This design comes from an exercise in tuning for small area, a short achievable clock period and few clock cycles per item on the open sky130 flow, not from production work. Only simulation tests tie the RTL to the original design; equivalence was not proved.

## flow/flow/run.sh

```bash
#!/bin/bash
# The standard layout (the standard.sh, unchanged synthesis), with one
# change: the buffers ORFS puts on every input and output port are buf_2
# cells instead of the default pick. The make output goes to flow.log.
set -euo pipefail
bash standard.sh "BUFFER_PORTS_ARGS=-buffer_cell sky130_fd_sc_hd__buf_2" finish > flow.log 2>&1
```

## flow/standard.sh

```bash
#!/bin/bash
# synth_recipe.tcl (not shown) runs the flow's synth.tcl, then flattens the netlist and writes it again
# the make line also repeats each setting of config.mk as NAME=value (left out here)
make -C /OpenROAD-flow-scripts/flow DESIGN_CONFIG=/design/flow/config.mk WORK_HOME=/design/flow/orfs CLKGATE_MAP_FILE= SYNTH_SCRIPT=/design/flow/synth_recipe.tcl "${@:-finish}"
```

## flow/config.mk

```make
export PLATFORM = sky130hd
export DESIGN_NAME = sixel_color_conv
export DESIGN_NICKNAME = sixel_color_conv
export VERILOG_FILES = /design/flow/design.v
export SDC_FILE = /design/flow/constraint.sdc
export NUM_CORES = 4
export LEC_CHECK = 0
export ABC_AREA = 1
export CAP_MARGIN = 20
export CORE_MARGIN = 2
export CORE_UTILIZATION = 70
export CTS_CLUSTER_DIAMETER = 100
export CTS_CLUSTER_SIZE = 22
export SLEW_MARGIN = 65
```

## flow/constraint.sdc

```tcl
create_clock -name core_clock -period 32.0 [get_ports {clk}]
set_input_delay 6.4000 -clock core_clock [delete_from_list [all_inputs] [get_ports {clk}]]
set_output_delay 6.4000 -clock core_clock [all_outputs]
set_load 0.01 [all_outputs]
```

## flow/design.v

```verilog
module color_converter_rgb (
    input  wire [6:0] c,
    output wire [7:0] byte_o
);
    wire [2:0] ge = (c >= 7'd90) ? 3'd5 : (c >= 7'd70) ? 3'd4 : (c >= 7'd50) ? 3'd3 :
                    (c >= 7'd30) ? 3'd2 : (c >= 7'd10) ? 3'd1 : 3'd0;
    wire [2:0] go = (c >= 7'd80) ? 3'd7 : (c >= 7'd60) ? 3'd6 : (c >= 7'd40) ? 3'd5 :
                    (c >= 7'd20) ? 3'd4 : 3'd3;
    wire [2:0] g  = c[0] ? go : ge;
    wire [7:0] a5;
    wire       co0, co1;
    radd #(8) u5 (.a({c[6:1], 2'b0}), .b({2'b0, c[6:1]}), .ci(1'b0), .s(a5), .co(co0));
    radd #(8) ug (.a(a5), .b({5'b0, g}), .ci(1'b0), .s(byte_o), .co(co1));
endmodule
module radd #(parameter W = 8) (
    input  wire [W-1:0] a,
    input  wire [W-1:0] b,
    input  wire         ci,
    output wire [W-1:0] s,
    output wire         co
);
    wire [W:0] c;
    assign c[0] = ci;
    genvar i;
    generate for (i = 0; i < W; i = i + 1) begin : g
        assign s[i]   = a[i] ^ b[i] ^ c[i];
        assign c[i+1] = (a[i] & b[i]) | (c[i] & (a[i] ^ b[i]));
    end endgenerate
    assign co = c[W];
endmodule
module csub #(parameter W = 8, parameter [W-1:0] K = 0) (
    input  wire [W-1:0] a,
    output wire [W-1:0] d,
    output wire         ge
);
    radd #(W) u (.a(a), .b(~K), .ci(1'b1), .s(d), .co(ge));
endmodule
module umul #(parameter WA = 8, parameter WB = 4) (
    input  wire [WA-1:0]    a,
    input  wire [WB-1:0]    b,
    output wire [WA+WB-1:0] p
);
    wire [WA:0] acc [0:WB-1];
    assign acc[0] = {1'b0, a & {WA{b[0]}}};
    assign p[0] = acc[0][0];
    genvar i;
    generate for (i = 1; i < WB; i = i + 1) begin : row
        wire [WA-1:0] s;
        wire          co;
        radd #(WA) u (.a(acc[i-1][WA:1]), .b(a & {WA{b[i]}}), .ci(1'b0), .s(s), .co(co));
        assign acc[i] = {co, s};
        assign p[i] = s[0];
    end endgenerate
    assign p[WA+WB-1:WB] = acc[WB-1][WA:1];
endmodule
module dstep #(parameter W = 8, parameter [W-1:0] D = 1) (
    input  wire [W-1:0] a,
    output wire         q,
    output wire [W-2:0] r
);
    wire [W:0] c;    
    assign c[0] = 1'b1;
    genvar i;
    generate for (i = 0; i < W; i = i + 1) begin : g
        if (D[i]) begin : one
            assign c[i+1] = a[i] & c[i];
            if (i < W-1) begin : rb
                assign r[i] = a[i] ^ (q & c[i]);
            end
        end else begin : zero
            assign c[i+1] = a[i] | c[i];
            if (i < W-1) begin : rb
                assign r[i] = a[i] ^ (q & ~c[i]);
            end
        end
    end endgenerate
    assign q = c[W];
endmodule
module dsteps #(parameter W = 8, parameter [W-1:0] D = 1, parameter N = 8) (
    input  wire [W-2:0] ri,
    input  wire [N-1:0] x,
    output wire [N-1:0] q,
    output wire [W-2:0] ro
);
    wire [W-2:0] rr [0:N];
    assign rr[N] = ri;
    genvar i;
    generate for (i = N-1; i >= 0; i = i - 1) begin : st
        dstep #(W, D) s (.a({rr[i+1], x[i]}), .q(q[i]), .r(rr[i]));
    end endgenerate
    assign ro = rr[0];
endmodule
module padd #(parameter W = 8) (
    input  wire [W-1:0] a,
    input  wire [W-1:0] b,
    input  wire         ci,
    output wire [W-1:0] s
);
    localparam L = (W <= 2) ? 1 : (W <= 4) ? 2 : (W <= 8) ? 3 : (W <= 16) ? 4 : (W <= 32) ? 5 : 6;
    wire [W-1:0] p = a ^ b;
    wire [W-1:0] g = a & b;
    wire [W-1:0] G [0:L];
    wire [W-1:0] P [0:L];
    assign G[0] = {g[W-1:1], g[0] | (p[0] & ci)};
    assign P[0] = p;
    genvar k, i;
    generate for (k = 0; k < L; k = k + 1) begin : lev
        for (i = 0; i < W; i = i + 1) begin : bit_
            if ((i >> k) & 1) begin : comb
                localparam integer J = ((i >> k) << k) - 1;
                assign G[k+1][i] = G[k][i] | (P[k][i] & G[k][J]);
                assign P[k+1][i] = P[k][i] & P[k][J];
            end else begin : pass
                assign G[k+1][i] = G[k][i];
                assign P[k+1][i] = P[k][i];
            end
        end
    end endgenerate
    assign s = p ^ {G[L][W-2:0], ci};
endmodule
module csa #(parameter W = 8) (
    input  wire [W-1:0] x,
    input  wire [W-1:0] y,
    input  wire [W-1:0] z,
    output wire [W-1:0] s,
    output wire [W-1:0] c
);
    assign s = x ^ y ^ z;
    assign c = {(x[W-2:0] & y[W-2:0]) | (z[W-2:0] & (x[W-2:0] ^ y[W-2:0])), 1'b0};
endmodule
module hls_a (
    input  wire        sp,
    input  wire [8:0]  h,
    input  wire [6:0]  l,
    input  wire [6:0]  s,
    output wire [12:0] C,
    output wire [2:0]  n,
    output wire [5:0]  kp
);
    wire [6:0] lm;  wire ge50;
    csub #(7, 7'd50) u50 (.a(l), .d(lm), .ge(ge50));
    wire [6:0] l100; wire co_a;
    radd #(7) u100 (.a(7'd100), .b(~l), .ci(1'b1), .s(l100), .co(co_a));
    wire [5:0] m = sp ? 6'd0 : ge50 ? l100[5:0] : l[5:0];
    wire [12:0] cp0 = {6'b0, s & {7{m[0]}}};
    wire [12:0] cp1 = {5'b0, s & {7{m[1]}}, 1'b0};
    wire [12:0] cp2 = {4'b0, s & {7{m[2]}}, 2'b0};
    wire [12:0] cp3 = {3'b0, s & {7{m[3]}}, 3'b0};
    wire [12:0] cp4 = {2'b0, s & {7{m[4]}}, 4'b0};
    wire [12:0] cp5 = {1'b0, s & {7{m[5]}}, 5'b0};
    wire [12:0] cs0, cc0, cs1, cc1, cs2, cc2, cs3, cc3;
    csa #(13) uc0 (.x(cp0), .y(cp1), .z(cp2), .s(cs0), .c(cc0));
    csa #(13) uc1 (.x(cp3), .y(cp4), .z(cp5), .s(cs1), .c(cc1));
    csa #(13) uc2 (.x(cs0), .y(cc0), .z(cs1), .s(cs2), .c(cc2));
    csa #(13) uc3 (.x(cs2), .y(cc2), .z(cc1), .s(cs3), .c(cc3));
    padd #(13) uc (.a(cs3), .b(cc3), .ci(1'b0), .s(C));
    wire [8:0] h1; wire b2;
    csub #(9, 9'd240) uh2 (.a(h), .d(h1), .ge(b2));
    wire [7:0] ha = b2 ? h1[7:0] : h[7:0];
    wire [7:0] h2; wire b1;
    csub #(8, 8'd120) uh1 (.a(ha), .d(h2), .ge(b1));
    wire [6:0] hb = b1 ? h2[6:0] : ha[6:0];
    wire [6:0] h3; wire b0;
    csub #(7, 7'd60) uh0 (.a(hb), .d(h3), .ge(b0));
    wire [5:0] u = b0 ? h3[5:0] : hb[5:0];
    assign n = (b2 & b1) ? 3'd0 : {b2, b1, b0};
    wire [5:0] u60; wire co_h;
    radd #(6) uu60 (.a(6'd60), .b(~u), .ci(1'b1), .s(u60), .co(co_h));
    assign kp = b0 ? u : u60;
endmodule
module hls_b (
    input  wire [6:0]  l,
    input  wire [12:0] C,
    input  wire [5:0]  kp,
    output wire [18:0] N1,
    output wire [18:0] V
);
    wire [13:0] ts0, tc0, ts1, tc1, t1p;
    csa #(14) ut0 (.x({1'b0, C}), .y({5'b0, l, 2'b0}), .z({2'b0, l, 5'b0}), .s(ts0), .c(tc0));
    csa #(14) ut1 (.x(ts0), .y(tc0), .z({1'b0, l, 6'd19}), .s(ts1), .c(tc1));
    padd #(14) ut (.a(ts1), .b(tc1), .ci(1'b0), .s(t1p));
    wire [18:0] ns0, nc0, ns1, nc1;
    csa #(19) un0 (.x({t1p, 5'd31}), .y({1'b0, t1p, 4'd0}), .z({4'b0, t1p, 1'b0}), .s(ns0), .c(nc0));
    csa #(19) un1 (.x(ns0), .y(nc0), .z({5'b0, t1p}), .s(ns1), .c(nc1));
    padd #(19) un (.a(ns1), .b(nc1), .ci(1'b0), .s(N1));
    wire [18:0] np0 = ~{6'b0, C & {13{kp[0]}}};
    wire [18:0] np1 = ~{5'b0, C & {13{kp[1]}}, 1'b0};
    wire [18:0] np2 = ~{4'b0, C & {13{kp[2]}}, 2'b0};
    wire [18:0] np3 = ~{3'b0, C & {13{kp[3]}}, 3'b0};
    wire [18:0] np4 = ~{2'b0, C & {13{kp[4]}}, 4'b0};
    wire [18:0] np5 = ~{1'b0, C & {13{kp[5]}}, 5'b0};
    wire [18:0] ms0, mc0, ms1, mc1, ms2, mc2, ms3, mc3;
    csa #(19) um0 (.x(np0), .y(np1), .z(np2), .s(ms0), .c(mc0));
    csa #(19) um1 (.x(np3), .y(np4), .z(np5), .s(ms1), .c(mc1));
    csa #(19) um2 (.x(ms0), .y(mc0), .z(ms1), .s(ms2), .c(mc2));
    csa #(19) um3 (.x(ms2), .y(mc2), .z(mc1), .s(ms3), .c(mc3));
    wire [18:0] vs0, vc0, vs1, vc1;
    csa #(19) uv0 (.x(ms3), .y(mc3), .z({t1p, 5'd25}), .s(vs0), .c(vc0));
    csa #(19) uv1 (.x(vs0), .y(vc0), .z(~{4'b0, t1p, 1'b0}), .s(vs1), .c(vc1));
    padd #(19) uv (.a(vs1), .b(vc1), .ci(1'b0), .s(V));
endmodule
module hls_c (
    input  wire [6:0]  l,
    input  wire [18:0] N1,
    input  wire [18:0] V,
    output wire [5:0]  qxh,      
    output wire [6:0]  rxh,      
    output wire [1:0]  xxl,      
    output wire [6:0]  thr,      
    output wire [3:0]  qmh,      
    output wire [9:0]  rmh,      
    output wire [3:0]  xml,      
    output wire [7:0]  F         
);
    wire [22:0] Nm;
    padd #(23) uv17 (.a({4'b0, V}), .b({V, 4'd4}), .ci(1'b0), .s(Nm));
    dsteps #(11, 11'd625, 4) udm (.ri(Nm[22:13]), .x(Nm[12:9]), .q(qmh), .ro(rmh));
    assign xml = Nm[8:5];
    dsteps #(8, 8'd125, 6) udmax (.ri(N1[18:12]), .x(N1[11:6]), .q(qxh), .ro(rxh));
    assign xxl = N1[5:4];
    wire [6:0] la; wire d3;
    csub #(7, 7'd80) ud3 (.a(l), .d(la), .ge(d3));
    wire [6:0] lb0 = d3 ? la : l;
    wire [6:0] lb; wire d2;
    csub #(7, 7'd40) ud2 (.a(lb0), .d(lb), .ge(d2));
    wire [5:0] lc0 = d2 ? lb[5:0] : lb0[5:0];
    wire [5:0] lc; wire d1;
    csub #(6, 6'd20) ud1 (.a(lc0), .d(lc), .ge(d1));
    wire [4:0] ld0 = d1 ? lc[4:0] : lc0[4:0];
    wire [4:0] ld; wire dd0;
    csub #(5, 5'd10) ud0 (.a(ld0), .d(ld), .ge(dd0));
    wire [3:0] m10 = dd0 ? ld[3:0] : ld0[3:0];
    wire [3:0] d10 = {d3, d2, d1, dd0};
    wire [7:0] l5; wire co_m;
    radd #(8) ul5 (.a({l[5:0], 2'b0}), .b({1'b0, l}), .ci(1'b1), .s(l5), .co(co_m));
    wire co_n;
    radd #(8) uf (.a(l5), .b({4'b0, d10}), .ci(1'b0), .s(F), .co(co_n));
    reg  [10:0] g200;
    always @(*) begin
        case (m10)
            4'd0: g200 = 11'd16;    4'd1: g200 = 11'd216;   4'd2: g200 = 11'd416;
            4'd3: g200 = 11'd616;   4'd4: g200 = 11'd816;   4'd5: g200 = 11'd1016;
            4'd6: g200 = 11'd1216;  4'd7: g200 = 11'd1416;  4'd8: g200 = 11'd1616;
            default: g200 = 11'd1816;
        endcase
    end
    wire [10:0] thw; wire co_t;
    radd #(11) uthr (.a(g200), .b(~{7'b0, N1[3:0]}), .ci(1'b1), .s(thw), .co(co_t));
    assign thr = thw[10:4];
endmodule
module hls_d (
    input  wire [7:0]  F,
    input  wire [5:0]  qxh,
    input  wire [6:0]  rxh,
    input  wire [1:0]  xxl,
    input  wire [6:0]  thr,
    input  wire [3:0]  qmh,
    input  wire [9:0]  rmh,
    input  wire [3:0]  xml,
    output wire [7:0]  bmax,
    output wire [7:0]  bmid,
    output wire [7:0]  bmin
);
    wire [9:0] rml;
    dsteps #(11, 11'd625, 4) udm (.ri(rmh), .x(xml), .q(bmid[3:0]), .ro(rml));
    assign bmid[7:4] = qmh;
    wire [6:0] rm1;
    dsteps #(8, 8'd125, 2) udmax (.ri(rxh), .x(xxl), .q(bmax[1:0]), .ro(rm1));
    assign bmax[7:2] = qxh;
    wire gt = rm1 >= thr;
    wire co_o;
    radd #(8) umin (.a(F), .b(~bmax), .ci(~gt), .s(bmin), .co(co_o));
endmodule
module sixel_color_conv (
    input  wire        clk,
    input  wire        rst,
    input  wire        in_valid,
    output wire        in_ready,
    input  wire        in_space,
    input  wire [8:0]  in_p0,
    input  wire [6:0]  in_p1,
    input  wire [6:0]  in_p2,
    output wire        out_valid,
    input  wire        out_ready,
    output wire [31:0] out_color
);
    reg  v0, v1, v2, v3;
    reg  f0, f1, f2, f3;
    reg  g0;                 
    reg  ov;                 
    reg  ovp;                
    assign out_valid = ovp;
    reg  skv;                
    reg  rdy;                
    assign in_ready = rdy;
    wire en_o = out_ready || !ov;
    wire en_3 = out_ready || !f3;
    wire en_2 = out_ready || !f2;
    wire en_1 = out_ready || !f1;
    wire en_0 = out_ready || !f0;
    wire in0  = skv || in_valid;                     
    wire a_o  = v3;
    wire a_3  = v2;
    wire a_2  = v1;
    wire a_1  = v0;
    wire a_0  = in0;
    wire b_o  = ov || v3;
    wire b_3  = f3 || v2;
    wire b_2  = f2 || v1;
    wire b_1  = f1 || v0;
    wire b_0  = g0 || in0;
    wire n_o  = out_ready ? a_o : b_o;
    wire n_3  = out_ready ? a_3 : b_3;
    wire n_2  = out_ready ? a_2 : b_2;
    wire n_1  = out_ready ? a_1 : b_1;
    wire n_0  = out_ready ? a_0 : b_0;
    wire nf3  = out_ready ? (a_o && a_3) : (b_o && b_3);
    wire nf2  = out_ready ? (a_o && a_3 && a_2) : (b_o && b_3 && b_2);
    wire nf1  = out_ready ? (a_o && a_3 && a_2 && a_1) : (b_o && b_3 && b_2 && b_1);
    wire nf0  = out_ready ? (a_o && a_3 && a_2 && a_1 && a_0)
                          : (b_o && b_3 && b_2 && b_1 && b_0);
    wire nskv = out_ready ? 1'b0 : (g0 && in0);
    wire ng0  = n_o && n_3 && n_2 && n_1 && n_0;      
    wire novp = v3 || (ov && !out_ready);               
    always @(posedge clk) begin
        if (rst) begin
            ov <= 1'b0;
            ovp <= 1'b0;
            v3 <= 1'b0; v2 <= 1'b0; v1 <= 1'b0; v0 <= 1'b0;
            f3 <= 1'b0; f2 <= 1'b0; f1 <= 1'b0; f0 <= 1'b0; g0 <= 1'b0;
            skv <= 1'b0;
            rdy <= 1'b1;
        end else begin
            ov <= n_o;
            ovp <= novp;
            v3 <= n_3; v2 <= n_2; v1 <= n_1; v0 <= n_0;
            f3 <= nf3; f2 <= nf2; f1 <= nf1; f0 <= nf0; g0 <= ng0;
            skv <= nskv;
            rdy <= !nskv;
        end
    end
    reg  [22:0] skid;
    reg  [22:0] s0;
    wire [8:0]  in_p0m  = in_space ? {2'b11, in_p0[6:0]} : in_p0;
    wire [22:0] in_ops  = {in_p0m, in_p1, in_p2};
    always @(posedge clk) begin
        if (!skv) skid <= in_ops;
        if (en_0) s0 <= skv ? skid : in_ops;
    end
    wire       s0_sp = s0[22] & s0[21];
    wire [8:0] s0_h  = s0[22:14];
    wire [6:0] s0_l  = s0[13:7];
    wire [6:0] s0_s  = s0[6:0];
    wire [12:0] a_C;
    wire [2:0]  a_n;
    wire [5:0]  a_kp;
    hls_a u_a (.sp(s0_sp), .h(s0_h), .l(s0_l), .s(s0_s), .C(a_C), .n(a_n), .kp(a_kp));
    reg [6:0]  s1_l;
    reg [12:0] s1_C;
    reg [8:0]  s1_kn;
    reg [6:0]  s1_b;         
    always @(posedge clk) begin
        if (en_1) begin
            s1_b  <= s0_s;
            s1_l  <= s0_l;
            s1_C  <= a_C;
            s1_kn <= s0_sp ? {2'b11, s0_h[6:0]} : {a_n, a_kp};
        end
    end
    wire s1_sp = s1_kn[8] & s1_kn[7];
    wire [18:0] b_N1, b_V;
    hls_b u_b (.l(s1_l), .C(s1_C), .kp(s1_kn[5:0]), .N1(b_N1), .V(b_V));
    reg [6:0]  s2_l;
    reg [2:0]  s2_n;
    reg [18:0] s2_N1, s2_V;
    always @(posedge clk) begin
        if (en_2) begin
            s2_l  <= s1_l;
            s2_n  <= s1_sp ? 3'd7 : s1_kn[8:6];
            s2_N1 <= b_N1;
            s2_V  <= s1_sp ? {5'b0, s1_kn[6:0], s1_b} : b_V;
        end
    end
    wire [5:0] c_qxh;
    wire [6:0] c_rxh, c_thr;
    wire [1:0] c_xxl;
    wire [7:0] c_F;
    wire [3:0] c_qmh, c_xml;
    wire [9:0] c_rmh;
    wire s2_sp = &s2_n;
    hls_c u_c (.l(s2_l), .N1(s2_N1), .V(s2_V), .qxh(c_qxh), .rxh(c_rxh), .xxl(c_xxl),
               .thr(c_thr), .qmh(c_qmh), .rmh(c_rmh), .xml(c_xml), .F(c_F));
    wire [7:0] c_r, c_b;
    color_converter_rgb u_cr (.c(s2_V[13:7]), .byte_o(c_r));
    color_converter_rgb u_cb (.c(s2_V[6:0]),  .byte_o(c_b));
    reg [2:0]  s3_n;
    reg [5:0]  s3_qxh;
    reg [6:0]  s3_rxh, s3_thr;
    reg [1:0]  s3_xxl;
    reg [7:0]  s3_F;
    reg [17:0] s3_m;
    always @(posedge clk) begin
        if (en_3) begin
            s3_n   <= s2_n;
            s3_qxh <= c_qxh;
            s3_rxh <= c_rxh;
            s3_xxl <= c_xxl;
            s3_thr <= c_thr;
            s3_F   <= c_F;
            s3_m   <= s2_sp ? {2'b0, c_b, c_r} : {c_qmh, c_rmh, c_xml};
        end
    end
    wire [7:0] bmax, bmid, bmin;
    hls_d u_d (.F(s3_F), .qxh(s3_qxh), .rxh(s3_rxh), .xxl(s3_xxl), .thr(s3_thr),
               .qmh(s3_m[17:14]), .rmh(s3_m[13:4]), .xml(s3_m[3:0]),
               .bmax(bmax), .bmid(bmid), .bmin(bmin));
    reg [7:0] R, G, B;
    always @(*) begin
        case (s3_n)
            3'd1:    begin R = bmax; G = bmin; B = bmid; end
            3'd2:    begin R = bmax; G = bmid; B = bmin; end
            3'd3:    begin R = bmid; G = bmax; B = bmin; end
            3'd4:    begin R = bmin; G = bmax; B = bmid; end
            3'd5:    begin R = bmin; G = bmid; B = bmax; end
            3'd7:    begin R = s3_m[7:0]; G = bmax; B = s3_m[15:8]; end
            default: begin R = bmid; G = bmin; B = bmax; end
        endcase
    end
    reg [23:0] oc;
    assign out_color = {8'hFF, oc};
    always @(posedge clk) begin
        if (en_o) oc <= {B, G, R};
    end
endmodule
```

==> flow_metrics.env, run 1 <==
export IMPL_grt_pass1_wl_um=65000
export IMPL_yosysMostFrequentCell="nand2_1"
export IMPL_r2r_cells=28
export IMPL_critPathBufInv=1
export IMPL_gp_congestion=0.940
export IMPL_insertion_delay_ps=490
export IMPL_crit_start="oc[6]"
export IMPL_cts_inserted_buffers=14
export IMPL_hold_path_class="reg2reg"
export IMPL_synthTopCellsByArea="edfxtp_1, fa_1, ha_1"
export IMPL_num_rows=60
export IMPL_drc=0
export IMPL_wire_per_inst_um=15.0
export IMPL_ys_types=56
export IMPL_synth_edf_count=182
export IMPL_vias=14300
export IMPL_seq_area_frac_synth_pct=32.1
export IMPL_endpoint="out_color[6]"
export IMPL_cap_violations=0
export IMPL_grt_pass1_vias=14200
export IMPL_cts_sinks=218
export IMPL_synthFlopType="edfxtp_1"
export IMPL_antenna_found_initial=0
export IMPL_period_needed_ps=7410
export IMPL_path_cells="buf_2"
export IMPL_vias_per_cell=5.49
export IMPL_antenna_left=0
export IMPL_crit_type="reg2out"
export IMPL_critPathSlowestCell="edfxtp_1"
export IMPL_syn_avg_cell_area_um2=8.81
export IMPL_fp_dieArea_mm2=0.0289
export IMPL_synth_area_mm2=0.0193
export IMPL_fin_tns_setup_ps=0
export IMPL_routed_wl_um=38800
export IMPL_core_area_mm2=0.0270
export IMPL_multi_input_area_mm2=0.0115
export IMPL_path_delay_family="flip-flops"
export IMPL_h_tree_depth=1
export IMPL_initial_utilization_pct=71.3
export IMPL_synth_common_cells="nand2_1, inv_1, ha_1"
export IMPL_cp_start_kind="flip-flop"
export IMPL_netlist_instances=2189
export IMPL_nNetsFinal=2626
export IMPL_seqCellArea_mm2=0.00619
export IMPL_die_width_um=170
export IMPL_fmax_mhz=135
export IMPL_cts_root_buffer="clkbuf_16"
export IMPL_tightestPinTransition_ps=499
export IMPL_cts_tree="yes"
export IMPL_critical_path_required_ps=25600
export IMPL_drt_initial_drc_count=954
export IMPL_hold_viol=0
export IMPL_fin_skew_ps=19.2
export IMPL_status="finished clean"
export IMPL_drive_gt1_share_pct=8.21
export IMPL_critPathMaxStageDelay_ps=380
export IMPL_cp_end_kind="output port"
export IMPL_cp_max_fo=1
export IMPL_hp_start="s2_N1[5]"
export IMPL_ys_warn_count=9
export IMPL_reg2reg_to="s2_N1[16]"
export IMPL_utilization_pct=76.0
export IMPL_dieHeight_um=170
export IMPL_synth_seq_cells=218
export IMPL_track_usage_pct=27.9
export IMPL_place_port_buffers=53
export IMPL_synth_top_area_share_pct=28.3
export IMPL_r2r_setup_slack_ps=24700
export IMPL_rr_startpoint="s1_l[0]"
export IMPL_clock_path_buffers=3
export IMPL_num_fill_cells=1964
export IMPL_io_pins=62
export IMPL_crit_cells=1
export IMPL_synth_largest_area_cell="edfxtp_1"
export IMPL_antennaDiodeCount=0
export IMPL_rsz0062_at_grt="false"
export IMPL_dr_pass1_iters=5
export IMPL_postCtsSetupRepairBufs=0
export IMPL_clk_pin_slew_ps=90
export IMPL_area_delta_synth_final_pct=6.55
export IMPL_async_flop_share_pct=0
export IMPL_setup_violations=0
export IMPL_holdBufCountCts=0
export IMPL_fin_crit_sh_pct=23.1
export IMPL_drv_slew=0
export IMPL_grt_overflow_total=0
export IMPL_grt_max_degree=52
export IMPL_dp_hpwl_um=32200
export IMPL_crit_arrival_ps=1010
export IMPL_cts_resized=0
export IMPL_relSlewSlack_pct=66.7
==> layout make-up <==
type	count	area share [%]
multi-input cells	1522	56.1
repair buffers	72	1.97
well taps	341	2.08
flip-flops and latches	218	30.1
clock buffers	18	1.88
inverters	421	7.70
clock inverters	3	0.140
==> layer usage <==
| layer | share of wire [%] | up-vias | global-route usage, % |
|---|---|---|---|
| li1 | - | 7042 | - |
| met1 | 42 | 6744 | 34.7 |
| met2 | 51 | 376 | 51.2 |
| met3 | 3.8 | 97 | 2.37 |
| met4 | 3.4 | 0 | 9.55 |
| met5 | 0 | - | 0 |
==> registers in the layout, indices dropped and copies added, names as in the netlist, 6 cells and up <==
| name | count |
|---|---|
| oc | 24 |
| s0 | 23 |
| s1_C | 13 |
| s1_b | 7 |
| s1_kn | 9 |
| s1_l | 7 |
| s2_N1 | 19 |
| s2_V | 19 |
| s2_l | 7 |
| s3_F | 8 |
| s3_m | 18 |
| s3_qxh | 6 |
| s3_rxh | 7 |
| s3_thr | 7 |
| skid | 23 |
==> cells by family (layout without fill, tap and decap cells) <==
group,count (synthesis),after routing,share of synthesized area (%)
AOI/OAI and AO/OA,227,227,6.89
xor gates and xnor gates,100,100,4.54
adders and majority gates,349,349,28.9
buffers and inverters,456,514,9.11
DFF,218,218,32.1
muxes,4,4,0.208
other,1,8,0.0195
and+or+nand+nor,834,834,18.2
==> worst min path at each step <==
| stage | to | slack (ps) | cells past startpoint |
|---|---|---|---|
| 2_1_floorplan | s3_xxl[0] | 400 | 0 |
| 3_3_place_gp | s3_xxl[0] | 400 | 0 |
| 3_5_place_dp | s3_xxl[0] | 410 | 0 |
| 4_1_cts | s3_xxl[0] | 430 | 0 |
| 5_1_grt | s3_xxl[0] | 440 | 0 |
| 6_report | s3_xxl[1] | 430 | 0 |
==> per-stage QoR <==
stage                     setup slack, ps  instances  area, um^2  hold WS [ps]
after global routing                24070       2595       20500           437
after global placement              23730       2561       19900           403
after detailed placement            24180       2573       20100           407
after CTS                           24580       2594       20500           428
after floorplan                     23880       2196       19300           400
final                               24590       2595       20500           426
==> layout by cell type (no fill, tap or decap), types with 4 or more instances in the layout <==
cell | synthesis | layout
a31oi_1 | 6 | 5
buf_4 | 8 | 15
o21ai_1 | 6 | 7
o21ai_0 | 74 | 72
o21bai_1 | 4 | 4
o211ai_1 | 9 | 9
nor3_2 | 1 | 4
clkbuf_16 | 0 | 15
ha_1 | 188 | 188
nand2_2 | 22 | 22
dfxtp_1 | 36 | 35
fa_1 | 161 | 161
nor2_1 | 128 | 127
or2_2 | 8 | 8
nand2_1 | 559 | 555
nand3_1 | 58 | 57
buf_2 | 0 | 54
a22oi_1 | 6 | 6
a21o_1 | 12 | 12
a21oi_1 | 78 | 78
nand2_4 | 4 | 6
edfxtp_1 | 182 | 182
inv_1 | 406 | 403
nand3_2 | 8 | 9
o2111ai_1 | 4 | 4
nand4_1 | 12 | 12
nor3_1 | 11 | 7
nor2_2 | 9 | 9
o22ai_1 | 10 | 10
xor2_1 | 51 | 48
inv_2 | 11 | 14
nand3b_1 | 4 | 4
mux2i_1 | 4 | 4
conb_1 | 1 | 8
xnor2_1 | 49 | 48
Testbench counts, summed over its fixed seeds: cycles 16,040, items 16,000.
==> inputs of run 2 (changes only) <==
--- a/flow/config.mk
+++ b/flow/config.mk
@@ -11,4 +11,4 @@
 export CORE_UTILIZATION = 70
 export CTS_CLUSTER_DIAMETER = 100
 export CTS_CLUSTER_SIZE = 22
-export SLEW_MARGIN = 65
+export SLEW_MARGIN = 80
==> flow_metrics.env, run 2 <==
export IMPL_vias=14600
export IMPL_crit_arrival_ps=1010
export IMPL_cts_resized=0
export IMPL_cts_inserted_buffers=14
export IMPL_routed_wl_um=40500
export IMPL_die_width_um=170
export IMPL_track_usage_pct=28.9
export IMPL_hold_path_class="reg2reg"
export IMPL_syn_avg_cell_area_um2=8.81
export IMPL_r2r_setup_slack_ps=24610
export IMPL_antenna_found_initial=0
export IMPL_setup_violations=0
export IMPL_initial_utilization_pct=71.3
export IMPL_largest_reg_flops=24
export IMPL_nNetsFinal=2702
export IMPL_rsz0062_at_grt="false"
export IMPL_reg2reg_to="s3_m[5]"
export IMPL_largest_register="oc"
export IMPL_wl_met2_um=20800
export IMPL_path_cells="buf_2"
export IMPL_antennaDiodeCount=0
export IMPL_core_area_mm2=0.0270
export IMPL_h_tree_depth=1
export IMPL_vias_per_cell=5.47
export IMPL_cap_violations=0
export IMPL_ys_types=56
export IMPL_final_common_cell="nand2_1"
export IMPL_period_needed_ps=7410
export IMPL_grt_pass1_wl_um=67300
export IMPL_hold_depth=0
export IMPL_async_flop_share_pct=0
export IMPL_antenna_left=0
export IMPL_area_delta_synth_final_pct=10.6
export IMPL_drt_met1_wl_um=16700
export IMPL_seq_area_frac_synth_pct=32.1
export IMPL_synthTopCellsByArea="edfxtp_1, fa_1, ha_1"
export IMPL_cp_start_kind="flip-flop"
export IMPL_hp_start="s2_N1[4]"
export IMPL_rr_startpoint="s2_V[6]"
export IMPL_fin_crit_sh_pct=23.2
export IMPL_synth_largest_area_cell="edfxtp_1"
export IMPL_critPathBufInv=1
export IMPL_io_pins=62
export IMPL_r2r_cells=44
export IMPL_grt_pass1_vias=14700
export IMPL_grt_max_degree=37
export IMPL_dp_hpwl_um=33700
export IMPL_insertion_delay_ps=480
export IMPL_top_regs="oc: 24 flops, s0: 23 flops, skid: 23 flops"
export IMPL_num_rows=60
export IMPL_drt_initial_drc_count=955
export IMPL_dieHeight_um=170
export IMPL_dr_pass1_iters=5
export IMPL_fin_skew_ps=15.0
export IMPL_drc=0
export IMPL_wire_per_inst_um=15.2
export IMPL_layout_common_cells="nand2_1, inv_1, ha_1, edfxtp_1, fa_1"
export IMPL_wl_met3_um=1630
export IMPL_synth_seq_cells=218
export IMPL_synth_top_area_share_pct=28.3
export IMPL_drv_slew=0
export IMPL_cp_end_kind="output port"
export IMPL_cts_sinks=218
export IMPL_cts_tree="yes"
export IMPL_gp_congestion=0.940
export IMPL_top_layer="met4"
export IMPL_critPathMaxStageDelay_ps=380
export IMPL_fp_dieArea_mm2=0.0289
export IMPL_clk_pin_slew_ps=90
export IMPL_postCtsSetupRepairBufs=0
export IMPL_hold_viol=0
export IMPL_critPathSlowestCell="edfxtp_1"
export IMPL_synth_area_mm2=0.0193
export IMPL_synth_common_cells="nand2_1, inv_1, ha_1"
export IMPL_cp_max_fo=1
export IMPL_netlist_instances=2189
export IMPL_grt_overflow_total=0
export IMPL_holdBufCountCts=0
export IMPL_place_port_buffers=53
export IMPL_drive_gt1_share_pct=11.9
export IMPL_path_delay_family="flip-flops"
export IMPL_hold_end="s3_xxl[0]"
export IMPL_crit_type="reg2out"
export IMPL_clock_path_buffers=3
export IMPL_synth_edf_count=182
export IMPL_yosysMostFrequentCell="nand2_1"
export IMPL_status="finished clean"
export IMPL_fmax_mhz=135
export IMPL_ys_warn_count=9
export IMPL_fin_tns_setup_ps=0
export IMPL_synthFlopType="edfxtp_1"
export IMPL_cts_root_buffer="clkbuf_16"
export IMPL_critical_path_required_ps=25600
run 2: kinds of logic (layout without fill, tap and decap cells):
kind of cell | Yosys count | count (layout) | share of synthesized area (%)
compound gates | 227 | 227 | 6.89
mux | 4 | 4 | 0.208
other cells | 1 | 8 | 0.0195
fa+ha+maj | 349 | 349 | 28.9
simple gates | 834 | 834 | 18.2
buf+inv | 456 | 589 | 9.11
flops | 218 | 218 | 32.1
xor+xnor | 100 | 100 | 4.54
run 2: layer usage:
layer  vias to the layer above  GRT usage, %
li1                       7176             -
met1                      6891          35.3
met2                       423          53.5
met3                       125          2.65
met4                         0          10.1
met5                         -             0
run 2: metrics by stage:
stage                     hold slack (ps)  std cells  instance area, um^2  worst slack, ps  util, %
final                                 427       2670                21300            24590     78.9
after global routing                  437       2670                21300            23950     78.9
after CTS                             428       2658                21200            24580     78.4
after detailed placement              407       2638                20800            24290     76.9
after global placement                403       2561                19900            23730     73.5
after floorplan                       400       2196                19300            23880        -
run 2: final cells by class:
class	count	area, um^2
flip-flops and latches	218	6190
multi-input cells	1522	11700
clock inverters	3	31.3
repair buffers	148	945
inverters	421	1590
fillers	1830	5710
well taps	341	427
clock buffers	17	383
run 2: worst max path at each step:
stage | slack [ps] | startpoint | cells after the start | end
finish | 24590 | oc[8] | 1 | out_color[8]
global route | 23950 | s2_V[6] | 44 | s3_m[5]
CTS | 24580 | oc[6] | 1 | out_color[6]
detailed placement | 24290 | out_ready | 8 | f0
global placement | 23730 | out_ready | 3 | s3_rxh[4]
floorplan | 23880 | out_ready | 2 | s3_F[0]
run 2: worst register-to-register path: cells and delay by family, from the launching register on:
| family | cells | cell delay [ps] |
|---|---|---|
| AO/OA/AOI/OAI | 1 | 190 |
| XOR/XNOR | 2 | 240 |
| AND/OR/NAND/NOR | 31 | 3920 |
| buffers and inverters | 4 | 530 |
| flip-flops | 1 | 430 |
| adder cells (fa/ha/maj) | 6 | 1920 |
==> inputs of run 3 (changes only) <==
--- a/flow/config.mk
+++ b/flow/config.mk
@@ -11,4 +11,4 @@
 export CORE_UTILIZATION = 70
 export CTS_CLUSTER_DIAMETER = 100
 export CTS_CLUSTER_SIZE = 22
-export SLEW_MARGIN = 80
+export SLEW_MARGIN = 50
==> flow_metrics.env, run 3 <==
export IMPL_final_common_cell="nand2_1"
export IMPL_fin_crit_sh_pct=23.7
export IMPL_globalRouteMet2Util_pct=50.8
export IMPL_yosysMostFrequentCell="nand2_1"
export IMPL_synth_seq_cells=218
export IMPL_area_delta_synth_final_pct=5.57
export IMPL_netlist_instances=2189
export IMPL_drive_gt1_share_pct=7.27
export IMPL_grt_pass1_vias=14100
export IMPL_insertion_delay_ps=480
export IMPL_place_area_mm2=0.0199
export IMPL_synth_edf_count=182
export IMPL_critical_path_required_ps=32120
export IMPL_postCtsSetupRepairBufs=0
export IMPL_nNetsFinal=2613
export IMPL_cp_end_kind="flip-flop"
export IMPL_core_area_mm2=0.0270
export IMPL_gp_congestion=0.940
export IMPL_grt_pass1_wl_um=64100
export IMPL_dr_pass1_iters=7
export IMPL_grt_max_degree=52
export IMPL_cts_sinks=218
export IMPL_largest_register="oc"
export IMPL_status="finished clean"
export IMPL_period_needed_ps=7590
export IMPL_num_fill_cells=1963
export IMPL_initial_utilization_pct=71.3
export IMPL_cp_max_fo=51
export IMPL_drc=0
export IMPL_place_port_buffers=53
export IMPL_synth_top_area_share_pct=28.3
export IMPL_r2r_setup_slack_ps=24580
export IMPL_hold_viol=0
export IMPL_synthTopCellsByArea="edfxtp_1, fa_1, ha_1"
export IMPL_vias_per_cell=5.44
export IMPL_async_flop_share_pct=0
export IMPL_die_width_um=170
export IMPL_drv_slew=0
export IMPL_final_cell_area_mm2=0.0204
export IMPL_fin_tns_setup_ps=0
export IMPL_cts_resized=0
export IMPL_relSlewSlack_pct=49.1
export IMPL_hold_path_class="reg2reg"
export IMPL_drt_initial_drc_count=827
export IMPL_dp_hpwl_um=31500
export IMPL_vias=14000
export IMPL_cp_start_kind="input pin"
export IMPL_layout_common_cells="nand2_1, inv_1, ha_1, edfxtp_1, fa_1"
export IMPL_synth_largest_area_cell="edfxtp_1"
export IMPL_cts_tree="yes"
export IMPL_rsz0062_at_grt="false"
export IMPL_h_tree_depth=1
export IMPL_met3_usage_pct=2.91
export IMPL_track_usage_pct=27.6
export IMPL_dieHeight_um=170
export IMPL_antennaDiodeCount=0
export IMPL_top_usage_layer="met2"
export IMPL_antenna_left=0
export IMPL_hp_start="s2_N1[5]"
export IMPL_synthFlopType="edfxtp_1"
export IMPL_fmax_mhz=132
export IMPL_wire_per_inst_um=14.8
export IMPL_rr_startpoint="s3_rxh[0]"
export IMPL_fin_skew_ps=14.1
export IMPL_synth_area_mm2=0.0193
export IMPL_fp_dieArea_mm2=0.0289
export IMPL_ys_warn_count=9
export IMPL_synth_common_cells="nand2_1, inv_1, ha_1"
export IMPL_io_pins=62
export IMPL_holdBufCountCts=0
export IMPL_tightestPinTransition_ps=763
export IMPL_crit_start="out_ready"
export IMPL_antenna_found_initial=0
export IMPL_routed_wl_um=38200
export IMPL_clk_pin_slew_ps=90
export IMPL_cts_root_buffer="clkbuf_16"
export IMPL_met1_usage_pct=33.6
export IMPL_ys_types=56
export IMPL_num_rows=60
export IMPL_seq_area_frac_synth_pct=32.1
export IMPL_crit_type="in2reg"
export IMPL_largest_reg_flops=24
export IMPL_clock_path_buffers=3
export IMPL_top_regs="oc: 24 flops, s0: 23 flops, skid: 23 flops"
export IMPL_setup_violations=0
export IMPL_cap_violations=0
export IMPL_syn_avg_cell_area_um2=8.81
export IMPL_crit_arrival_ps=7710
export IMPL_grt_overflow_total=0
export IMPL_cts_inserted_buffers=14
run 3: changes by cell type in the layout (fill, tap and decap cells not counted), sizes merged:
cell	previous run	this run
buf	111	59
clkdlybuf4s18	12	0
clkdlybuf4s15	9	0
clkbuf	26	18
clkdlybuf4s50	6	0
clkdlybuf4s25	1	0
run 3: metrics by stage:
step	worst slack [ps]	util [%]	hold WS, ps	instances
finish	24410	75.3	425	2582
global route	23890	75.3	438	2582
CTS	24440	75.3	427	2582
detailed placement	23940	73.8	407	2561
global placement	23730	73.5	403	2561
floorplan	23880	-	400	2196
run 3: worst paths after layout:
| check | endpoint | depth (start not counted) |
|---|---|---|
| worst max-delay path | s3_rxh[1] | 3 |
| worst min-delay path | s3_xxl[1] | 0 |
| worst max register to register | oc[7] | 41 |
| worst min register to register | s3_xxl[1] | 0 |
run 3: cell families (layout without fill, tap and decap cells):
group,Yosys count,after routing,share of synthesized area (%)
AO/OA/AOI/OAI,227,227,6.89
multiplexers,4,4,0.208
other,1,8,0.0195
buffers and inverters,456,501,9.11
adder cells (fa/ha/maj),349,349,28.9
XOR/XNOR,100,100,4.54
AND/OR/NAND/NOR,834,834,18.2
flip-flops,218,218,32.1
run 3: layout make-up:
type	count	area (um^2)	share of cell area (%)
multi-input combinational	1522	11400	56.2
sequential	218	6190	30.4
inverter	421	1580	7.76
tap	341	427	2.10
clock buffer	18	387	1.90
timing repair buffer	59	310	1.52
clock inverter	3	28.8	0.141
run 3: per-layer routing:
layer  part of all wire, %  vias to the layer above  wire [um]
met5                     0                        -          0
met4                   3.7                        0       1400
met3                   4.2                       95       1620
met2                    51                      370      19400
met1                    41                     6569      15800
li1                      -                     7006          -
run 3: critical path: stages:
cell and delay (ps):
buf_2 80, clkinv_1 470, nand2_4 710
==> inputs of run 4 (changes only) <==
==> flow/run.sh (new file) <==
#!/bin/bash
# synth_recipe.tcl (not shown) runs the flow's synth.tcl, then flattens the netlist and writes it again
# the make line also repeats each setting of config.mk as NAME=value (left out here)
make -C /OpenROAD-flow-scripts/flow DESIGN_CONFIG=/design/flow/config.mk WORK_HOME=/design/flow/orfs CLKGATE_MAP_FILE= SYNTH_SCRIPT=/design/flow/synth_recipe.tcl finish
--- a/flow/config.mk
+++ b/flow/config.mk
@@ -11,4 +11,4 @@
 export CORE_UTILIZATION = 70
 export CTS_CLUSTER_DIAMETER = 100
 export CTS_CLUSTER_SIZE = 22
-export SLEW_MARGIN = 50
+export SLEW_MARGIN = 65
removed: flow/flow/run.sh
removed: flow/standard.sh
==> flow_metrics.env, run 4 <==
export IMPL_utilization_pct=77.1
export IMPL_crit_arrival_ps=1370
export IMPL_routed_wl_um=39100
export IMPL_grt_overflow_total=0
export IMPL_antenna_found_initial=0
export IMPL_ys_warn_count=9
export IMPL_vias=14300
export IMPL_cp_max_fo=1
export IMPL_yosysMostFrequentCell="nand2_1"
export IMPL_wire_per_inst_um=15.0
export IMPL_cts_tree="yes"
export IMPL_top_layer="met4"
export IMPL_cts_sinks=218
export IMPL_stdcell_count=2596
export IMPL_largest_reg_flops=24
export IMPL_largest_register="oc"
export IMPL_num_rows=60
export IMPL_io_pins=62
export IMPL_r2r_setup_slack_ps=24740
export IMPL_drv_slew=0
export IMPL_dp_hpwl_um=32200
export IMPL_grt_pass1_vias=14300
export IMPL_fp_dieArea_mm2=0.0289
export IMPL_synth_edf_count=182
export IMPL_status="finished clean"
export IMPL_syn_avg_cell_area_um2=8.81
export IMPL_critPathSlowestCell="clkdlybuf4s50_1"
export IMPL_postCtsSetupRepairBufs=0
export IMPL_cp_start_kind="flip-flop"
export IMPL_fin_skew_ps=17.2
export IMPL_hold_worst_slack_ps=424
export IMPL_rsz0062_at_grt="false"
export IMPL_relSlewSlack_pct=65.0
export IMPL_drt_met1_wl_um=16100
export IMPL_area_delta_synth_final_pct=8.05
export IMPL_grt_max_degree=52
export IMPL_seq_area_frac_synth_pct=32.1
export IMPL_final_common_cell="nand2_1"
export IMPL_clock_path_buffers=3
export IMPL_fmax_mhz=129
export IMPL_fin_tns_setup_ps=0
export IMPL_ys_types=56
export IMPL_worst_slack_ps=24230
export IMPL_hold_depth=0
export IMPL_dr_pass1_iters=5
export IMPL_drt_initial_drc_count=970
export IMPL_tightestPinTransition_ps=520
export IMPL_setup_violations=0
export IMPL_top_regs="oc: 24 flops, s0: 23 flops, skid: 23 flops"
export IMPL_clk_pin_slew_ps=100
export IMPL_vias_per_cell=5.49
export IMPL_dp_cells=2575
export IMPL_synth_area_mm2=0.0193
export IMPL_wl_met2_um=19900
export IMPL_cts_inserted_buffers=14
export IMPL_netlist_instances=2189
export IMPL_synthTopCellsByArea="edfxtp_1, fa_1, ha_1"
export IMPL_path_delay_family="buffers and inverters"
export IMPL_period_needed_ps=7770
export IMPL_async_flop_share_pct=0
export IMPL_h_tree_depth=1
export IMPL_antennaDiodeCount=0
export IMPL_cts_resized=0
export IMPL_critPathBufInv=1
export IMPL_place_port_buffers=53
export IMPL_synth_top_area_share_pct=28.3
export IMPL_hold_viol=0
export IMPL_crit_type="reg2out"
export IMPL_die_width_um=170
export IMPL_pre_cts_slack_ps=23870
export IMPL_antenna_left=0
export IMPL_path_cells="clkdlybuf4s50_1"
export IMPL_critPathMaxStageDelay_ps=550
export IMPL_cp_end_kind="output port"
export IMPL_cts_root_buffer="clkbuf_16"
export IMPL_synth_largest_area_cell="edfxtp_1"
export IMPL_cap_violations=0
export IMPL_synth_common_cells="nand2_1, inv_1, ha_1"
export IMPL_hold_path_class="reg2reg"
export IMPL_rr_startpoint="s1_l[3]"
export IMPL_layout_common_cells="nand2_1, inv_1, ha_1, edfxtp_1, fa_1"
export IMPL_drive_gt1_share_pct=5.90
export IMPL_hold_end="s3_xxl[0]"
export IMPL_fin_crit_sh_pct=24.3
export IMPL_reg2reg_to="s2_N1[16]"
export IMPL_track_usage_pct=28.0
export IMPL_dieHeight_um=170
export IMPL_hp_start="s2_N1[4]"
export IMPL_r2r_cells=28
export IMPL_wl_met3_um=1620
export IMPL_critical_path_required_ps=25600
export IMPL_initial_utilization_pct=71.3
export IMPL_grt_pass1_wl_um=65100
export IMPL_insertion_delay_ps=480
export IMPL_holdBufCountCts=0
export IMPL_gp_congestion=0.890
export IMPL_core_area_mm2=0.0270
export IMPL_drc=0
export IMPL_synthFlopType="edfxtp_1"
export IMPL_synth_seq_cells=218
export IMPL_nNetsFinal=2627
run 4: cell counts after synthesis:
Identical to the previous run, type by type.
run 4: worst max-delay path by stage:
stage / depth (start not counted) / slack [ps] / end / startpoint
2_1_floorplan: 2 / 23880 / s3_F[0] / out_ready
3_3_place_gp: 3 / 23340 / s3_rxh[5] / out_ready
3_5_place_dp: 8 / 23870 / f1 / out_ready
4_1_cts: 1 / 24200 / out_color[15] / oc[15]
5_1_grt: 42 / 24100 / s3_m[5] / s2_V[5]
6_report: 1 / 24230 / out_color[15] / oc[15]
run 4: cell type report:
| cell class | instances | area [um^2] |
|---|---|---|
| multi-input cells | 1522 | 11500 |
| clock inverters | 3 | 26.3 |
| well taps | 341 | 427 |
| inverters | 421 | 1580 |
| clock buffers | 18 | 397 |
| flip-flops and latches | 218 | 6190 |
| repair buffers | 73 | 679 |
| fillers | 1924 | 6190 |
run 4: worst register-to-register path: cells and delay by family (launching register included):
kind	cells	cell delay, ps
compound gates	11	2240
fa+ha+maj	8	3490
buf+inv	8	740
flops	1	580
simple gates	1	80
run 4: metal layers:
layer	vias up	GRT usage (%)
met5	-	0
met4	0	11.0
met3	102	2.77
met2	384	51.3
met1	6734	34.2
li1	7038	-
run 4: kinds of logic after synthesis:
| group | count (synthesis) | share of synthesized area (%) |
|---|---|---|
| AOI/OAI and AO/OA | 227 | 6.89 |
| adders and majority gates | 349 | 28.9 |
| and+or+nand+nor | 834 | 18.2 |
| buffers and inverters | 456 | 9.11 |
| muxes | 4 | 0.208 |
| other | 1 | 0.0195 |
| xor gates and xnor gates | 100 | 4.54 |
| DFF | 218 | 32.1 |
run 4: per-stage QoR:
step / instance area [um^2]
after floorplan: 19300
after global placement: 20200
after detailed placement: 20400
after CTS: 20800
after global routing: 20800
final: 20800
==> inputs of run 5 (changes only) <==
--- a/flow/design.v
+++ b/flow/design.v
@@ -280,31 +280,35 @@
     input  wire [8:0]  in_p0,
     input  wire [6:0]  in_p1,
     input  wire [6:0]  in_p2,
-    output wire        out_valid,
+    output reg         out_valid,
     input  wire        out_ready,
     output wire [31:0] out_color
 );
     reg  v0, v1, v2, v3;
     reg  f0, f1, f2, f3;
+    reg  h0, h1, h2, h3;
+    reg  ov2;
     reg  g0;                 
-    reg  ov;                 
-    reg  ovp;                
-    assign out_valid = ovp;
     reg  skv;                
     reg  rdy;                
     assign in_ready = rdy;
-    wire en_o = out_ready || !ov;
-    wire en_3 = out_ready || !f3;
-    wire en_2 = out_ready || !f2;
-    wire en_1 = out_ready || !f1;
-    wire en_0 = out_ready || !f0;
+    wire en_oa = out_ready || !out_valid;
+    wire en_ob = out_ready || !ov2;
+    wire en_3a = out_ready || !f3;
+    wire en_3b = out_ready || !h3;
+    wire en_2a = out_ready || !f2;
+    wire en_2b = out_ready || !h2;
+    wire en_1a = out_ready || !f1;
+    wire en_1b = out_ready || !h1;
+    wire en_0a = out_ready || !f0;
+    wire en_0b = out_ready || !h0;
     wire in0  = skv || in_valid;                     
     wire a_o  = v3;
     wire a_3  = v2;
     wire a_2  = v1;
     wire a_1  = v0;
     wire a_0  = in0;
-    wire b_o  = ov || v3;
+    wire b_o  = out_valid || v3;
     wire b_3  = f3 || v2;
     wire b_2  = f2 || v1;
     wire b_1  = f1 || v0;
@@ -321,20 +325,24 @@
                           : (b_o && b_3 && b_2 && b_1 && b_0);
     wire nskv = out_ready ? 1'b0 : (g0 && in0);
     wire ng0  = n_o && n_3 && n_2 && n_1 && n_0;      
-    wire novp = v3 || (ov && !out_ready);               
+    wire nh3  = n_3 && n_o;
+    wire nh2  = n_2 && (n_3 && n_o);
+    wire nh1  = (n_1 && n_2) && (n_3 && n_o);
+    wire nh0  = (n_0 && n_1) && (n_2 && (n_3 && n_o));
+    wire nov2 = v3 || (!out_ready && out_valid);
     always @(posedge clk) begin
         if (rst) begin
-            ov <= 1'b0;
-            ovp <= 1'b0;
+            out_valid <= 1'b0;
             v3 <= 1'b0; v2 <= 1'b0; v1 <= 1'b0; v0 <= 1'b0;
             f3 <= 1'b0; f2 <= 1'b0; f1 <= 1'b0; f0 <= 1'b0; g0 <= 1'b0;
+            h3 <= 1'b0; h2 <= 1'b0; h1 <= 1'b0; h0 <= 1'b0; ov2 <= 1'b0;
             skv <= 1'b0;
             rdy <= 1'b1;
         end else begin
-            ov <= n_o;
-            ovp <= novp;
+            out_valid <= n_o;
             v3 <= n_3; v2 <= n_2; v1 <= n_1; v0 <= n_0;
             f3 <= nf3; f2 <= nf2; f1 <= nf1; f0 <= nf0; g0 <= ng0;
+            h3 <= nh3; h2 <= nh2; h1 <= nh1; h0 <= nh0; ov2 <= nov2;
             skv <= nskv;
             rdy <= !nskv;
         end
@@ -345,7 +353,8 @@
     wire [22:0] in_ops  = {in_p0m, in_p1, in_p2};
     always @(posedge clk) begin
         if (!skv) skid <= in_ops;
-        if (en_0) s0 <= skv ? skid : in_ops;
+        if (en_0a) s0[22:12] <= skv ? skid[22:12] : in_ops[22:12];
+        if (en_0b) s0[11:0]  <= skv ? skid[11:0]  : in_ops[11:0];
     end
     wire       s0_sp = s0[22] & s0[21];
     wire [8:0] s0_h  = s0[22:14];
@@ -360,10 +369,12 @@
     reg [8:0]  s1_kn;
     reg [6:0]  s1_b;         
     always @(posedge clk) begin
-        if (en_1) begin
-            s1_b  <= s0_s;
+        if (en_1a) begin
             s1_l  <= s0_l;
             s1_C  <= a_C;
+        end
+        if (en_1b) begin
+            s1_b  <= s0_s;
             s1_kn <= s0_sp ? {2'b11, s0_h[6:0]} : {a_n, a_kp};
         end
     end
@@ -374,10 +385,12 @@
     reg [2:0]  s2_n;
     reg [18:0] s2_N1, s2_V;
     always @(posedge clk) begin
-        if (en_2) begin
+        if (en_2a) begin
             s2_l  <= s1_l;
-            s2_n  <= s1_sp ? 3'd7 : s1_kn[8:6];
             s2_N1 <= b_N1;
+        end
+        if (en_2b) begin
+            s2_n  <= s1_sp ? 3'd7 : s1_kn[8:6];
             s2_V  <= s1_sp ? {5'b0, s1_kn[6:0], s1_b} : b_V;
         end
     end
@@ -400,13 +413,15 @@
     reg [7:0]  s3_F;
     reg [17:0] s3_m;
     always @(posedge clk) begin
-        if (en_3) begin
-            s3_n   <= s2_n;
+        if (en_3a) begin
             s3_qxh <= c_qxh;
             s3_rxh <= c_rxh;
             s3_xxl <= c_xxl;
             s3_thr <= c_thr;
             s3_F   <= c_F;
+        end
+        if (en_3b) begin
+            s3_n   <= s2_n;
             s3_m   <= s2_sp ? {2'b0, c_b, c_r} : {c_qmh, c_rmh, c_xml};
         end
     end
@@ -429,6 +444,7 @@
     reg [23:0] oc;
     assign out_color = {8'hFF, oc};
     always @(posedge clk) begin
-        if (en_o) oc <= {B, G, R};
+        if (en_oa) oc[11:0]  <= {G[3:0], R};
+        if (en_ob) oc[23:12] <= {B, G[7:4]};
     end
 endmodule
==> flow/flow/run.sh (new file) <==
#!/bin/bash
# The standard layout (the standard.sh, unchanged synthesis), with one
# change: the buffers ORFS puts on every input and output port are buf_2
# cells instead of the default pick. The make output goes to flow.log.
set -euo pipefail
bash standard.sh "BUFFER_PORTS_ARGS=-buffer_cell sky130_fd_sc_hd__buf_2" finish > flow.log 2>&1
==> flow/standard.sh (new file) <==
#!/bin/bash
# synth_recipe.tcl (not shown) runs the flow's synth.tcl, then flattens the netlist and writes it again
# the make line also repeats each setting of config.mk as NAME=value (left out here)
make -C /OpenROAD-flow-scripts/flow DESIGN_CONFIG=/design/flow/config.mk WORK_HOME=/design/flow/orfs CLKGATE_MAP_FILE= SYNTH_SCRIPT=/design/flow/synth_recipe.tcl "${@:-finish}"
--- a/flow/config.mk
+++ b/flow/config.mk
@@ -11,4 +11,4 @@
 export CORE_UTILIZATION = 70
 export CTS_CLUSTER_DIAMETER = 100
 export CTS_CLUSTER_SIZE = 22
-export SLEW_MARGIN = 65
+export SLEW_MARGIN = 20
removed: flow/run.sh
==> flow_metrics.env, run 5 <==
export IMPL_fp_dieArea_mm2=0.0292
export IMPL_relSlewSlack_pct=38.5
export IMPL_dp_hpwl_um=32900
export IMPL_netlist_instances=2188
export IMPL_hold_viol=0
export IMPL_core_area_mm2=0.0276
export IMPL_largest_register="oc"
export IMPL_fin_skew_ps=31.5
export IMPL_ys_warn_count=9
export IMPL_hp_start="s2_n[2]"
export IMPL_drv_slew=0
export IMPL_antennaDiodeCount=0
export IMPL_track_usage_pct=28.2
export IMPL_grt_pass1_wl_um=65400
export IMPL_dp_cells=2596
export IMPL_crit_type="in2reg"
export IMPL_die_width_um=171
export IMPL_cap_violations=0
export IMPL_cts_tree="yes"
export IMPL_ys_types=55
export IMPL_insertion_delay_ps=520
export IMPL_drt_initial_drc_count=827
export IMPL_crit_arrival_ps=8290
export IMPL_num_rows=61
export IMPL_cts_resized=0
export IMPL_cp_start_kind="input pin"
export IMPL_period_needed_ps=7870
export IMPL_seq_area_frac_synth_pct=33.3
export IMPL_cts_root_buffer="clkbuf_16"
export IMPL_synth_largest_area_cell="edfxtp_1"
export IMPL_dr_pass1_iters=5
export IMPL_dieHeight_um=171
export IMPL_async_flop_share_pct=0
export IMPL_synth_common_cells="nand2_1, inv_1, edfxtp_1"
export IMPL_top_regs="oc: 24 flops, s0: 23 flops, skid: 23 flops"
export IMPL_utilization_pct=74.4
export IMPL_rsz0062_at_grt="false"
export IMPL_hold_worst_slack_ps=453
export IMPL_rr_startpoint="s2_V[13]"
export IMPL_grt_overflow_total=0
export IMPL_fin_crit_sh_pct=24.6
export IMPL_tightestPinTransition_ps=919
export IMPL_postCtsSetupRepairBufs=0
export IMPL_vias=14300
export IMPL_syn_avg_cell_area_um2=8.92
export IMPL_pre_cts_slack_ps=23560
export IMPL_routed_wl_um=39900
export IMPL_drive_gt1_share_pct=5.85
export IMPL_clk_pin_slew_ps=90
export IMPL_place_port_buffers=53
export IMPL_fmax_mhz=127
export IMPL_vias_per_cell=5.44
export IMPL_worst_slack_ps=24130
export IMPL_synth_edf_count=205
export IMPL_io_pins=62
export IMPL_hold_path_class="reg2reg"
export IMPL_drc=0
export IMPL_antenna_found_initial=0
export IMPL_grt_max_degree=47
export IMPL_final_common_cell="nand2_1"
export IMPL_grt_pass1_vias=14000
export IMPL_gp_congestion=0.901
export IMPL_h_tree_depth=1
export IMPL_area_delta_synth_final_pct=5.34
export IMPL_cts_inserted_buffers=14
export IMPL_antenna_left=0
export IMPL_cts_sinks=222
export IMPL_nNetsFinal=2611
export IMPL_synthTopCellsByArea="edfxtp_1, fa_1, ha_1"
export IMPL_largest_reg_flops=24
export IMPL_place_area_mm2=0.0202
export IMPL_cp_max_fo=15
export IMPL_crit_start="out_ready"
export IMPL_critical_path_required_ps=32430
export IMPL_synth_seq_cells=222
export IMPL_yosysMostFrequentCell="nand2_1"
export IMPL_cp_end_kind="flip-flop"
export IMPL_final_cell_area_mm2=0.0206
export IMPL_status="finished clean"
export IMPL_synth_top_area_share_pct=31.5
export IMPL_clock_path_buffers=3
export IMPL_setup_violations=0
export IMPL_synth_area_mm2=0.0195
export IMPL_fin_tns_setup_ps=0
export IMPL_stdcell_count=2619
export IMPL_holdBufCountCts=0
export IMPL_synthFlopType="edfxtp_1"
export IMPL_layout_common_cells="nand2_1, inv_1, edfxtp_1, ha_1, fa_1"
export IMPL_initial_utilization_pct=70.7
export IMPL_wire_per_inst_um=15.2
[run 5: area by class of cell]
type                    count  area, um^2
inverters                 405        1520
clock inverters             4        40.0
fillers                  2056        7060
flip-flops and latches    222        6500
well taps                 378         473
multi-input cells        1532       11400
clock buffers              19         369
repair buffers             59         310
[run 5: logic make-up after synthesis]
logic type	share of synthesized area (%)
multiplexers	0.154
flip-flops	33.3
XOR/XNOR	4.75
AO/OA/AOI/OAI	6.60
AND/OR/NAND/NOR	17.9
buffers and inverters	8.71
other	0.0192
adder cells (fa/ha/maj)	28.6
[run 5: critical path: stages]
cell and delay, ps:
buf_2 100, inv_1 590, a21oi_1 200, or2_2 380
nor2_1 100, inv_1 70, or2_2 320, nor3_1 130
[run 5: per-layer routing]
metal  share of wire [%]  routed length [um]  GRT usage (%)  vias to the layer above
met1                  41               16500           34.7                     6719
met3                 4.2                1690           2.50                       91
met2                  51               20500           52.0                      392
met5                   0                   0              0                        -
li1                    -                   -              -                     7053
met4                 3.3                1310           9.58                        0
[run 5: worst paths after layout]
| path | slack, ps | depth (start not counted) | end |
|---|---|---|---|
| max | 24130 | 8 | h0 |
| min | 450 | 0 | s3_n[2] |
| max reg2reg | 24400 | 39 | s3_m[5] |
| min reg2reg | 450 | 0 | s3_n[2] |
Testbench counts of run 5, summed over its fixed seeds: cycles 16,040, items 16,000.

-- afterwards: timing with drivers on the ports --
The results above use ideal ports. As a check the final layouts listed here were re-extracted and re-timed, cells and wires unchanged. Step 1 (the two cells are an assumption about what drives the block):
set clk [get_ports {clk}]
set_driving_cell -lib_cell sky130_fd_sc_hd__clkbuf_16 $clk
set_driving_cell -lib_cell sky130_fd_sc_hd__buf_2 [delete_from_list [all_inputs] $clk]
Step 2 times the ports against the registers' clock, not the clock port: input delays grow and output delays shrink by t, the midpoint of the rising clock arrivals with the driver on. Three values: ideal ports, drivers, drivers and shift; two values: the first two.
run	shift t [ns]	slack for setup (ns)	worst setup path after step 2	cell pins on the clock port's net
run 1	0.528	24.592 / 24.543 / 24.168	input to register	1
run 2	0.529	24.592 / 24.539 / 24.281	input to register	1
run 3	0.524	24.412 / 24.442 / 23.917	input to register	1
run 4	0.526	24.227 / 24.175 / 23.847	input to register	1
run 5	0.548	24.131 / 24.156 / 23.607	input to register	1
After both steps setup and hold are still met in every run listed. The setup slack of run 5, which loses most, moves by +0.025 ns with the drivers and by -0.524 ns with both steps.
